Background: an optimization exercise with open tools, aiming at small area, a short achievable clock period and few clock cycles per item. Do not read the settings as production practice.
Function was checked by simulation only, so behaviour that the tests miss may differ from the original.
Power figures rest on the tool's default switching activity, not on a simulated workload.

## rev 12
Design cdh26_hill, start of the top module:
module cdh26_hill (
    input             clk,
    input             rst,
    input             cmd_valid,
    output reg        cmd_ready,
    input      [1:0]  cmd_op,
    input      [15:0] cmd_len,
    input      [31:0] k00,
    input      [31:0] k01,
    input      [31:0] k10,
    input      [31:0] k11,
    input             in_valid,
    output reg        in_ready,
    input      [7:0]  in_data,
    output reg        out_valid,
    output     [7:0]  out_data,
    output reg        done,
    output reg [1:0]  err,
    output     [15:0] olen,
    output reg [63:0] det,
    output reg [4:0]  detm,
    output reg [4:0]  dinv,
    output     [4:0]  ki00,
    output     [4:0]  ki01,
    output     [4:0]  ki10,
    output     [4:0]  ki11,
    output reg        kiv
);
    localparam OP_MDET = 2'd0, OP_MINV = 2'd1, OP_HENC = 2'd2, OP_HDEC = 2'd3;
    localparam [5:0] FILL_L = 6'd10;     
    function [5:0] lgb;
        input [4:0] a;
        begin
            lgb[0] = (a == 5'd2) | (a == 5'd5) | (a == 5'd6) | (a == 5'd7) | (a == 5'd8) | (a == 5'd11) | (a == 5'd15) | (a == 5'd18) | (a == 5'd19) | (a == 5'd20) | (a == 5'd21) | (a == 5'd24);
  ...
Settings: LEC_CHECK=0, CAP_MARGIN=20, CORE_MARGIN=2, CORE_UTILIZATION=40, SLEW_MARGIN=20; clock period 20.0 ns.
standard.sh (not shown) runs the stock make flow with config.mk's settings and CLKGATE_MAP_FILE= SYNTH_SCRIPT=/design/flow/synth_recipe.tcl, a recipe that flattens the netlist after the stock synthesis.
==> flow/flow/run.sh <==
#!/bin/bash
# The standard synthesis and layout, with two changes to how the layout is
# made (the clock and constraints are the standard flow's own constraint.sdc/config.mk):
#  * ORFS's repair_timing is asked for a larger setup slack than the clock
#    needs, so that it sizes and buffers the paths that set the period the
#    design achieves;
#  * the port buffers that buffer_ports inserts are buf_1 cells (upsized by
#    repair where timing needs it) instead of the default delay-buffer cell.
set -euo pipefail
bash standard.sh synth > synth.log 2>&1
bash standard.sh SETUP_SLACK_MARGIN=14.6 "BUFFER_PORTS_ARGS=-buffer_cell sky130_fd_sc_hd__buf_1" finish > layout.log 2>&1
Rev 12 finished all stages; the layout is clean.
Testbench counts of rev 12, summed over its fixed seeds: cycles 19,372, commands 480.
The following lists how rev 13 was set up differently from rev 12:
diff --git a/flow/flow/run.sh b/flow/flow/run.sh
--- a/flow/flow/run.sh
+++ b/flow/flow/run.sh
@@ -11 +11 @@
-bash standard.sh SETUP_SLACK_MARGIN=14.6 "BUFFER_PORTS_ARGS=-buffer_cell sky130_fd_sc_hd__buf_1" finish > layout.log 2>&1
+bash standard.sh SETUP_SLACK_MARGIN=14.7 "BUFFER_PORTS_ARGS=-buffer_cell sky130_fd_sc_hd__buf_1" finish > layout.log 2>&1
Notes after the runs:
The lower area used by multi-input combinational logic came out of rev 12.
When rev 13 is measured against rev 12, its routed length per placed instance turns out 1.3% higher.
Looking at endpoint of the most critical setup path, the det[38] result is from rev 13; the det[58] one comes from rev 12.
Per the comparison of rev 13 with rev 12, sequential share of layout area shrank by 0.22 points; number of flip-flops and latches held steady; met2 wire length grew by about 1.2%.
The buffers plus inverters on the worst setup path reported for rev 13 is smaller than that of rev 12 by 1.

* * *

cdh26_hill, a different RTL version from the one above (not shown whole).
For scale: about 260 flip-flops, ~280 I/O pins.
export LEC_CHECK = 0
export CAP_MARGIN = 20
export CORE_MARGIN = 2
export CORE_UTILIZATION = 40
export SLEW_MARGIN = 20
create_clock -name core_clock -period 20.0 [get_ports {clk}]
==> flow/flow/run.sh <==
#!/bin/bash
# The standard synthesis and layout, with two changes to how the layout is
# made (the clock and constraints are the standard flow's own constraint.sdc/config.mk):
#  * ORFS's repair_timing is asked for a larger setup slack than the clock
#    needs, so that it sizes and buffers the paths that set the period the
#    design achieves;
#  * the port buffers that buffer_ports inserts are buf_1 cells (upsized by
#    repair where timing needs it) instead of the default delay-buffer cell.
set -euo pipefail
bash standard.sh synth > synth.log 2>&1
bash standard.sh SETUP_SLACK_MARGIN=14.4 "BUFFER_PORTS_ARGS=-buffer_cell sky130_fd_sc_hd__buf_1" finish > layout.log 2>&1
The starting point finished clean.
Testbench counts at the start, summed over its fixed seeds: cycles 19,536, commands 480.
Next try:
--- a/flow/flow/run.sh
+++ b/flow/flow/run.sh
@@ -11 +11 @@
-bash standard.sh SETUP_SLACK_MARGIN=14.4 "BUFFER_PORTS_ARGS=-buffer_cell sky130_fd_sc_hd__buf_1" finish > layout.log 2>&1
+bash standard.sh SETUP_SLACK_MARGIN=14.6 "BUFFER_PORTS_ARGS=-buffer_cell sky130_fd_sc_hd__buf_1" finish > layout.log 2>&1
What happened: The new run finished clean; sequential share of layout area came out lower by 0.50 points; design area came out higher slightly; die area does not change; count of clock-buffer cells in the layout came out higher by 3; synthesized cell count stays the same; total power came out higher slightly; clock power came out lower by a few percent; flip-flop and latch count stays the same; routed wire length came out higher by a few percent; utilization came out higher by 0.82 points; setup slack improves by 190 ps.

* * *

Setup of job 101:
RTL: one of the versions met above, not the one the previous note started from.
For scale: ~2300 cells after synthesis, ~260 flip-flops.
// cdh26_hill
module cdh26_hill (
    input             clk,
    input             rst,
    input             cmd_valid,
    output reg        cmd_ready,
    input      [1:0]  cmd_op,
    input      [15:0] cmd_len,
    input      [31:0] k00,
    input      [31:0] k01,
    input      [31:0] k10,
    input      [31:0] k11,
    input             in_valid,
    output reg        in_ready,
    input      [7:0]  in_data,
    output reg        out_valid,
    output     [7:0]  out_data,
    output reg        done,
    output reg [1:0]  err,
    output     [15:0] olen,
    output reg [63:0] det,
    output reg [4:0]  detm,
    output reg [4:0]  dinv,
    output     [4:0]  ki00,
    output     [4:0]  ki01,
    output     [4:0]  ki10,
    output     [4:0]  ki11,
    output reg        kiv
);
Settings: LEC_CHECK=0, ABC_CLOCK_PERIOD_IN_PS=5000, CAP_MARGIN=20, CORE_MARGIN=2, CORE_UTILIZATION=40, SLEW_MARGIN=20; clock period 20.0 ns.
==> flow/flow/run.sh <==
#!/bin/bash
# The standard synthesis and layout, with two changes to how the layout is
# made (the clock and constraints are the standard flow's own constraint.sdc/config.mk):
#  * ORFS's repair_timing is asked for a larger setup slack than the clock
#    needs, so that it sizes and buffers the paths that set the period the
#    design achieves;
#  * the port buffers that buffer_ports inserts are buf_1 cells (upsized by
#    repair where timing needs it) instead of the default delay-buffer cell.
set -euo pipefail
bash standard.sh synth > synth.log 2>&1
bash standard.sh SETUP_SLACK_MARGIN=14.6 "BUFFER_PORTS_ARGS=-buffer_cell sky130_fd_sc_hd__buf_1" finish > layout.log 2>&1
Testbench counts of job 101, summed over its fixed seeds: cycles 19,372, commands 480.
> inputs changed (job 101 -> job 102)
Settings: ABC_CLOCK_PERIOD_IN_PS: 5000 -> unset; CTS_CLUSTER_SIZE: unset -> 30; CTS_CLUSTER_DIAMETER: unset -> 60.
==> comparison <==
- Worst slack on hold paths, job 102 and job 101: lower on job 101
- In the flow results for job 102 and job 101, the count of clock-buffer cells in the layout is larger on job 101.
- From job 101 to job 102, number of antenna violations at the first check in global routing did not move at all.
- Of job 102 and job 101, it is job 102 that has the higher maximum frequency from static timing analysis.
For job 103, these inputs were changed with respect to job 102:
Settings: changing CAP_MARGIN from 20 to 5; removing CTS_CLUSTER_SIZE (formerly 30); removing CTS_CLUSTER_DIAMETER (formerly 60); changing SLEW_MARGIN from 20 to 5.
==> flow/flow/run.sh <==
#!/bin/bash
set -euo pipefail
bash standard.sh synth > synth.log 2>&1
bash standard.sh SETUP_SLACK_MARGIN=14.7 "BUFFER_PORTS_ARGS=-buffer_cell sky130_fd_sc_hd__buf_1" finish > layout.log 2>&1
==> run notes <==
~same worst hold slack after final layout in job 102 and job 103. Minimum period implied by the final worst setup slack in job 103 is 0.0048 ns lower than in job 102. Cmp job 103 vs job 102: setup slack higher in job 103. Job 103 reached the final stage; the timing, design-rule and antenna checks on its layout passed.

separate check: timing with driven ports:
How much do the figures lean on ideal ports? The routed layouts below were timed once more, with nothing changed but the port constraints. Step 1: set_driving_cell puts a clkbuf_16 on clk and a buf_2 on each other input, an assumption about the parent block. Step 2 moves the port delays by t, midway between the first and last clock arrival at a register: inputs arrive t later, outputs are due t later. That takes back most of the time a late clock gives input paths. a / b / c = ideal ports / drivers / drivers and shift; a / b = the first two.
run	t (ns)	setup slack, ns	worst setup path at the end	slew at the worst register clock pin (ns)
rev 12	0.643	14.498 / 14.537 / 13.894	input to register	0.06 / 0.06
rev 13	0.608	14.625 / 14.640 / 14.032	input to register	0.06 / 0.06
the first run of note 2	0.591	14.422 / 14.415 / 13.825	input to register	0.06 / 0.06
the second run of note 2	0.633	14.617 / 14.567 / 14.020	input to register	0.06 / 0.06
job 101	0.643	14.498 / 14.537 / 13.894	input to register	0.06 / 0.06
job 102	0.645	14.557 / 14.591 / 13.946	input to register	0.07 / 0.07
job 103	0.610	14.562 / 14.597 / 13.987	input to register	0.06 / 0.06
After both steps setup and hold are still met in every run listed. The setup slack of job 102, which loses most, moves by +0.034 ns with the drivers and by -0.611 ns with both steps.
